Source: an optimization exercise on an open RTL-to-GDS flow (aim: a short achievable clock period and few clock cycles). Production flows keep margins and buffers that such runs may drop. In this exercise RTL edits were held to simulation tests only and were not proved equivalent to the original. No activity file was given, so power comes from the tool's default toggle rates.

Setup of the previous run:
// tiny16
module tiny16 (
    input  wire        clk,
    input  wire        rst,
    input  wire [15:0] start_pc,
    output reg         mem_valid,
    output reg  [14:0] mem_addr,
    output reg  [1:0]  mem_wstrb,
    output reg  [15:0] mem_wdata,
    input  wire        mem_ready,
    input  wire [15:0] mem_rdata,
    output wire        uart_valid,
    output wire [7:0]  uart_data,
    output reg         halted,
    output reg         fault,
    output reg  [15:0] fault_pc,
    output reg  [4:0]  fault_op
);
    localparam OP_NOP  = 5'h00, OP_HALT = 5'h01, OP_LDI  = 5'h02, OP_MOV  = 5'h03,
               OP_ADD  = 5'h04, OP_SUB  = 5'h05, OP_AND  = 5'h06, OP_OR   = 5'h07,
               OP_XOR  = 5'h08, OP_NOT  = 5'h09, OP_SHL  = 5'h0A, OP_SHR  = 5'h0B,
               OP_ADDI = 5'h0C, OP_CMPI = 5'h0D, OP_CMP  = 5'h0E, OP_LD   = 5'h0F,
               OP_ST   = 5'h10, OP_LDB  = 5'h11, OP_STB  = 5'h12, OP_LDS  = 5'h13,
               OP_STS  = 5'h14, OP_JMP  = 5'h15, OP_JZ   = 5'h16, OP_JNZ  = 5'h17,
               OP_JC   = 5'h18, OP_JN   = 5'h19, OP_CALL = 5'h1A, OP_RET  = 5'h1B,
               OP_IN   = 5'h1C, OP_OUT  = 5'h1D;
    localparam S_F = 3'd0, S_D = 3'd1, S_M = 3'd2, S_KA = 3'd3, S_H = 3'd4;
    reg [2:0]  state;
    reg [15:0] pc;        
    reg        pc_fast;   
    reg [15:0] ipc;       
  ...
Size: about 5,100 cells after synthesis, about 450 flip-flops, roughly 100 I/O pins.
clock: 8.5 ns
lec_check: 0
abc_clock_period_in_ps: 2000
cap_margin: 20
core_margin: 2
core_utilization: 40
place_density: 0.6
setup_slack_margin: 5.0
slew_margin: 20
run.sh (not shown) runs the stock make flow with config.mk's settings and CLKGATE_MAP_FILE= SYNTH_SCRIPT=/design/flow/synth_recipe.tcl, a recipe that flattens the netlist after the stock synthesis.
Testbench counts of the previous run, summed over its fixed seeds: cycles 43,113.
Edits applied to the flow inputs when going from the previous run to the current run:
- ABC_CLOCK_PERIOD_IN_PS now 2500, was 2000
Notes after the runs:
- Changes observed in the current run relative to the previous run: non-clock buffer count now sits at about the same level, number of hold-slack violations in the final timing report was more or less identical, final setup slack of the worst path about even.
- On total power, the current run tracks the previous run almost exactly.
- The current run finished all stages; the layout is clean.
- ~same share of power burned in the clock network in the current run and the previous run
- Reported for the current run and the previous run, I/O pin total turned out identical to the last digit.
- Re number of instances in the synthesized netlist: no difference whatsoever between the current run and the previous run.
- The previous run and the current run ended up with roughly the same number of global-route vias before repair.

* * *

job 3816:
tiny16 again, from the RTL that the note above started with.
make LEC_CHECK=0 ABC_CLOCK_PERIOD_IN_PS=2500 CAP_MARGIN=20 CORE_MARGIN=2 CORE_UTILIZATION=60 PLACE_DENSITY=0.72 SETUP_SLACK_MARGIN=5.0 SLEW_MARGIN=20 finish   # period 8.5 ns
Job 3816 never completed; the flow aborted with a tool error in global routing (5_1_grt).
Testbench counts of job 3816, summed over its fixed seeds: cycles 43,113.
Here is what was changed in the inputs of job 1235 compared with job 3816.
# job 3816
export LEC_CHECK = 0
export ABC_CLOCK_PERIOD_IN_PS = 2500
export CAP_MARGIN = 20
export CORE_MARGIN = 2
export CORE_UTILIZATION = 60
export PLACE_DENSITY = 0.72
export SETUP_SLACK_MARGIN = 5.0
export SLEW_MARGIN = 20
create_clock -name core_clock -period 8.5 [get_ports {clk}]
# job 1235
export LEC_CHECK = 0
export ABC_CLOCK_PERIOD_IN_PS = 2500
export CAP_MARGIN = 20
export CORE_MARGIN = 2
export CORE_UTILIZATION = 40
export PLACE_DENSITY = 0.6
export SETUP_SLACK_MARGIN = 4.6
export SLEW_MARGIN = 20
export TNS_END_PERCENT = 20
create_clock -name core_clock -period 8.5 [get_ports {clk}]
Looking at the reports, job 1235 completed the entire flow and the layout it produced met the timing, design-rule and antenna checks.
In the tables for job 3816 and job 1235, detailed-placement wirelength estimate reads lower with job 3816.
Cell area after synthesis essentially unchanged between job 1235 and job 3816.
Diff job 3816 and job 1235: number of placement rows lower in job 3816
Job 1235 vs job 3816, die width went up by 55 um.
Job 3816 -> job 1235: fraction of registers with async set or reset after synthesis delta 0, exact match
Weighted congestion reported at the end of routability-driven placement: job 1235 vs job 3816 down about 10%
Job 1235 against job 3816: number of gates resized after cts lost 28, adder-cell share of the synthesized area now sits at about the same level, count of input and output buffers comparable.

## re-timing with driven ports
The flow's constraints put no driver on any port. The routed layouts listed below were extracted and timed again, unchanged, in two steps.
Step 1, drivers: a clkbuf_16 drives clk and a buf_2 each remaining input, both assumed.
Step 2 moves the port delays by t, midway between the first and last clock arrival at a register: inputs arrive t later, outputs are due t later. That takes back most of the time a late clock gives input paths.
Slacks: ideal ports / drivers / drivers and shift; pairs: ideal ports / drivers.
run	shift t [ns]	setup WS [ns]	hold slack, ns
the previous run	0.780	4.447 / 4.447 / 3.726	0.450 / 0.450 / 0.450
the current run	0.780	4.447 / 4.447 / 3.726	0.450 / 0.450 / 0.450
job 1235	0.770	4.305 / 4.305 / 3.591	0.454 / 0.454 / 0.454
After both steps every run listed still meets setup and hold.
